Source: an optimization exercise on an open RTL-to-GDS flow (aim: small area). Production flows keep margins and buffers that such runs may drop. Function was checked by simulation only, so behaviour that the tests miss may differ from the original. Power is estimated from default activity; no workload was simulated.

Design wblsm_core, start of the top module:
module wblsm_core (
    input  wire        clk,
    input  wire        rst,
    input  wire [31:0] prog_len,
    output wire [31:0] prog_addr,
    input  wire [31:0] prog_data,
    output wire [1:0]  status,
    output wire [2:0]  cause,
    output wire [31:0] result,
    output wire [4:0]  depth
);
Size in the first run: roughly 2300 cells after synthesis, ~140 I/O pins.
Settings: LEC_CHECK=0, CAP_MARGIN=20, CORE_MARGIN=2, CORE_UTILIZATION=65, CTS_BUF_LIST=sky130_fd_sc_hd__clkbuf_8, CTS_CLUSTER_DIAMETER=50, CTS_CLUSTER_SIZE=20, PLACE_DENSITY=0.75, SLEW_MARGIN=20; clock period 12.0 ns.
standard.sh (not shown) runs the stock make flow with config.mk's settings and CLKGATE_MAP_FILE= SYNTH_SCRIPT=/design/flow/synth_recipe.tcl, a recipe that flattens the netlist after the stock synthesis.
==> flow/flow/run.sh <==
#!/bin/bash
# The standard layout (the standard.sh, unchanged synthesis), with
# sky130_fd_sc_hd__buf_1 as the port buffers and no dummy clock loads.
set -euo pipefail
export BUFFER_PORTS_ARGS="-buffer_cell sky130_fd_sc_hd__buf_1"
export CTS_ARGS="-sink_clustering_enable -repair_clock_nets -sink_clustering_size 32 -sink_clustering_max_diameter 50 -buf_list sky130_fd_sc_hd__clkbuf_16 -dont_use_dummy_load"
bash standard.sh > standard.log 2>&1
==> next run, changes <==
==> flow/flow/run.sh (replaced) <==
#!/bin/bash
# The standard layout (the standard.sh, unchanged synthesis), with
# sky130_fd_sc_hd__buf_1 as the port buffers and no dummy clock loads.
set -euo pipefail
export BUFFER_PORTS_ARGS="-buffer_cell sky130_fd_sc_hd__buf_1"
export CTS_ARGS="-sink_clustering_enable -repair_clock_nets -sink_clustering_size 20 -sink_clustering_max_diameter 50 -buf_list sky130_fd_sc_hd__clkbuf_8 -dont_use_dummy_load"
bash standard.sh > standard.log 2>&1
--- a/flow/config.mk
+++ b/flow/config.mk
@@ -8,8 +8,8 @@
 export CAP_MARGIN = 20
 export CORE_MARGIN = 2
-export CORE_UTILIZATION = 65
+export CORE_UTILIZATION = 60
 export CTS_BUF_LIST = sky130_fd_sc_hd__clkbuf_8
 export CTS_CLUSTER_DIAMETER = 50
 export CTS_CLUSTER_SIZE = 20
-export PLACE_DENSITY = 0.75
+export PLACE_DENSITY = 0.7
 export SLEW_MARGIN = 20
Result: The new run produced a clean layout; die area goes up by 8.2%; wire length fell by 6.2%; core utilization went down by 6.1 points; maximum frequency came out lower by about 0.54%; sequential cell count does not change; setup slack degrades by 0.062 ns; power came out lower by 6.7%; via count stays flat; non-clock buffer count stays the same.
==> next run, changes <==
==> flow/flow/run.sh (replaced) <==
#!/bin/bash
# The standard layout (the standard.sh, unchanged synthesis), with
# sky130_fd_sc_hd__buf_1 as the port buffers and no dummy clock loads.
set -euo pipefail
export BUFFER_PORTS_ARGS="-buffer_cell sky130_fd_sc_hd__buf_1"
export CTS_ARGS="-sink_clustering_enable -repair_clock_nets -sink_clustering_size 28 -sink_clustering_max_diameter 40 -buf_list {sky130_fd_sc_hd__clkbuf_8 sky130_fd_sc_hd__clkbuf_16} -dont_use_dummy_load"
bash standard.sh > standard.log 2>&1
--- a/flow/config.mk
+++ b/flow/config.mk
@@ -8,8 +8,8 @@
 export CAP_MARGIN = 20
 export CORE_MARGIN = 2
-export CORE_UTILIZATION = 60
+export CORE_UTILIZATION = 65
 export CTS_BUF_LIST = sky130_fd_sc_hd__clkbuf_8
 export CTS_CLUSTER_DIAMETER = 50
 export CTS_CLUSTER_SIZE = 20
-export PLACE_DENSITY = 0.7
+export PLACE_DENSITY = 0.75
 export SLEW_MARGIN = 20
Effect:
- via count grows by 2.7%
- wire length grows by 12%
- final area grows by 3.7%
- fmax stays flat
- hold slack gains 0.028 ns
- global-route usage climbs by 3.5 points
- core utilization goes up by 7.7 points
- area after synthesis is unchanged
- total power came out higher by 16%
- clock skew decreases by 0.045 ns
==> next run, changes <==
==> flow/flow/run.sh (replaced) <==
#!/bin/bash
# The standard layout (the standard.sh, unchanged synthesis), with
# sky130_fd_sc_hd__buf_1 as the port buffers and no dummy clock loads.
set -euo pipefail
export BUFFER_PORTS_ARGS="-buffer_cell sky130_fd_sc_hd__buf_1"
export CTS_ARGS="-sink_clustering_enable -repair_clock_nets -sink_clustering_size 20 -sink_clustering_max_diameter 50 -buf_list sky130_fd_sc_hd__clkbuf_8 -dont_use_dummy_load"
bash standard.sh > standard.log 2>&1
Outcome: Worst setup slack gets better by 0.026 ns; sequential share of layout area climbs by 3.0 points; non-clock buffer count does not change; power drops by about a fifth; routed wire length drops by roughly a tenth; synthesized cell count does not change; global-route usage drops by 2.0 points; flip-flop and latch count stays the same; core utilization drops by 2.8 points; clock skew climbs by 0.023 ns.

== exp/amber ==
Another version of the RTL of wblsm_core (not shown whole).
Size: roughly 2,300 cells after synthesis.
clock: 12.0 ns
lec_check: 0
cap_margin: 0
core_margin: 2
core_utilization: 65
cts_buf_list: sky130_fd_sc_hd__clkbuf_8
cts_cluster_diameter: 50
cts_cluster_size: 20
place_density: 0.75
slew_margin: 0
==> flow/flow/run.sh <==
#!/bin/bash
# The standard layout (the standard.sh, unchanged synthesis), with
# sky130_fd_sc_hd__buf_1 as the port buffers and no dummy clock loads.
set -euo pipefail
export BUFFER_PORTS_ARGS="-buffer_cell sky130_fd_sc_hd__buf_1"
export CTS_ARGS="-sink_clustering_enable -repair_clock_nets -sink_clustering_size 20 -sink_clustering_max_diameter 50 -buf_list sky130_fd_sc_hd__clkbuf_8 -dont_use_dummy_load"
bash standard.sh > standard.log 2>&1
The flow did not stop early for exp/amber: all stages ran, and the layout cleared the timing, design-rule and antenna checks.
[inputs] exp/quartz vs exp/amber
==> flow/flow/run.sh <==
#!/bin/bash
# The standard layout (the standard.sh, unchanged synthesis), with
# sky130_fd_sc_hd__buf_1 as the port buffers and no dummy clock loads.
set -euo pipefail
export BUFFER_PORTS_ARGS="-buffer_cell sky130_fd_sc_hd__buf_1"
export CTS_ARGS="-sink_clustering_enable -repair_clock_nets -sink_clustering_size 22 -sink_clustering_max_diameter 45 -buf_list sky130_fd_sc_hd__clkbuf_8 -dont_use_dummy_load"
bash standard.sh > standard.log 2>&1
==> flow/config.mk <==
export PLATFORM = sky130hd
export DESIGN_NAME = wblsm_core
export DESIGN_NICKNAME = wblsm_core
export VERILOG_FILES = /design/flow/design.v
export SDC_FILE = /design/flow/constraint.sdc
export NUM_CORES = 8
export LEC_CHECK = 0
export CAP_MARGIN = 20
export CORE_MARGIN = 2
export CORE_UTILIZATION = 65
export CTS_BUF_LIST = sky130_fd_sc_hd__clkbuf_8
export CTS_CLUSTER_DIAMETER = 50
export CTS_CLUSTER_SIZE = 20
export PLACE_DENSITY = 0.75
export SLEW_MARGIN = 20
## What came out
On total via count after detailed routing, exp/quartz tracks exp/amber almost exactly.
Worst hold-check slack delta (exp/quartz − exp/amber): unfavourable
Number of antenna cells inserted: exp/amber vs exp/quartz identical
Comparing exp/amber and exp/quartz, the higher required time reported for the critical path endpoint is on exp/amber.
Delta (exp/quartz minus exp/amber): total global routing track utilization about even; sum of routed wire length over all layers moved up; total power now sits higher.
Edits applied to the flow inputs when going from exp/quartz to exp/garnet:
==> flow/flow/run.sh <==
#!/bin/bash
# The standard layout (the standard.sh, unchanged synthesis), with
# sky130_fd_sc_hd__buf_1 as the cell that buffers the ports.
set -euo pipefail
export BUFFER_PORTS_ARGS="-buffer_cell sky130_fd_sc_hd__buf_1"
bash standard.sh > standard.log 2>&1
-- flow/config.mk --
<<< exp/quartz, line 12
export CTS_CLUSTER_DIAMETER = 50
export CTS_CLUSTER_SIZE = 20
export PLACE_DENSITY = 0.75
export SLEW_MARGIN = 20
>>> exp/garnet, line 12
export CTS_CLUSTER_DIAMETER = 50
export CTS_CLUSTER_SIZE = 20
export GPL_TIMING_DRIVEN = 0
export PLACE_DENSITY = 0.75
export SLEW_MARGIN = 20
## What came out
Every run (exp/garnet and exp/quartz) finished clean.
Summary — number of cells on the critical path, exp/garnet relative to exp/quartz: higher, by 5.3%.
exp/quartz → exp/garnet: peak supply drop dropped 11%; total placed cells including tap cells climbed 37; net load switching power climbed 7.7%.
Relative area change from synthesis to final layout is lower on exp/quartz
Of the two candidates, exp/quartz has the worse final worst clock skew and exp/garnet the better one.
exp/garnet vs. exp/quartz: global-route wire length before repair up about 3.4%; total clock network power up about 10%; setup slack at placement down 1.77 ns; sequential share of layout area down 1.0 points.
Relative to exp/garnet, the following input files were edited for exp/fjord:
==> flow/flow/run.sh <==
#!/bin/bash
# The standard layout (the standard.sh, unchanged synthesis), with
# sky130_fd_sc_hd__buf_1 as the port buffers and no dummy clock loads.
set -euo pipefail
export BUFFER_PORTS_ARGS="-buffer_cell sky130_fd_sc_hd__buf_1"
export CTS_ARGS="-sink_clustering_enable -repair_clock_nets -sink_clustering_size 20 -sink_clustering_max_diameter 50 -buf_list sky130_fd_sc_hd__clkbuf_8 -dont_use_dummy_load"
bash standard.sh > standard.log 2>&1
==> flow/config.mk <==
export PLATFORM = sky130hd
export DESIGN_NAME = wblsm_core
export DESIGN_NICKNAME = wblsm_core
export VERILOG_FILES = /design/flow/design.v
export SDC_FILE = /design/flow/constraint.sdc
export NUM_CORES = 8
export LEC_CHECK = 0
export CAP_MARGIN = 5
export CORE_MARGIN = 2
export CORE_UTILIZATION = 65
export CTS_BUF_LIST = sky130_fd_sc_hd__clkbuf_8
export CTS_CLUSTER_DIAMETER = 50
export CTS_CLUSTER_SIZE = 20
export PLACE_DENSITY = 0.75
export SLEW_MARGIN = 5
## What came out
- In the flow results for exp/fjord and exp/garnet, the wire length of the first global-routing pass is smaller on exp/fjord.
- Design area in exp/fjord is 1.6% lower than in exp/garnet
- Compared with exp/garnet, in exp/fjord highest achievable clock rate saw an increase; total routed wirelength lost about 4%; worst setup slack for register-to-register paths climbed 0.10 ns; share of total power in the clock network lost 2.8 points.

afterwards: timing with drivers on the ports:
How much do the figures lean on ideal ports? The routed layouts below were timed once more, with nothing changed but the port constraints.
Step 1 sets driving cells, clkbuf_16 on the clock port and buf_2 on the other inputs (assumed; they add their load-dependent delay and slew).
Step 2, shift: input delay + t, output delay - t, t = (earliest + latest rising clock arrival at the registers) / 2. This alone moves slack from input paths to output paths.
a / b / c = no drivers / after step 1 / after step 2; a / b = the first two.
| run | t, ns | setup WS [ns] | hold slack, ns | latest minus earliest clock arrival (ns) | worst data-port slew with drivers (ns) |
|---|---|---|---|---|---|
| the first run of note 1 | 0.644 | 0.612 / 0.612 / 0.612 | 0.271 / 0.271 / 0.271 | 0.094 / 0.094 | 0.04 |
| the second run of note 1 | 0.719 | 0.550 / 0.550 / 0.550 | 0.250 / 0.250 / 0.250 | 0.118 / 0.118 | 0.05 |
| the third run of note 1 | 0.693 | 0.571 / 0.571 / 0.571 | 0.277 / 0.277 / 0.277 | 0.095 / 0.095 | 0.04 |
| the fourth run of note 1 | 0.704 | 0.597 / 0.597 / 0.597 | 0.254 / 0.254 / 0.254 | 0.098 / 0.098 | 0.04 |
| exp/amber | 0.726 | 0.548 / 0.548 / 0.548 | 0.279 / 0.279 / 0.279 | 0.089 / 0.088 | 0.05 |
| exp/quartz | 0.721 | 0.510 / 0.510 / 0.510 | 0.207 / 0.207 / 0.207 | 0.134 / 0.134 | 0.05 |
| exp/garnet | 0.759 | 0.445 / 0.445 / 0.445 | 0.321 / 0.321 / 0.321 | 0.037 / 0.036 | 0.05 |
| exp/fjord | 0.726 | 0.548 / 0.548 / 0.548 | 0.279 / 0.279 / 0.279 | 0.089 / 0.088 | 0.05 |
After both steps setup and hold are still met in every run listed.
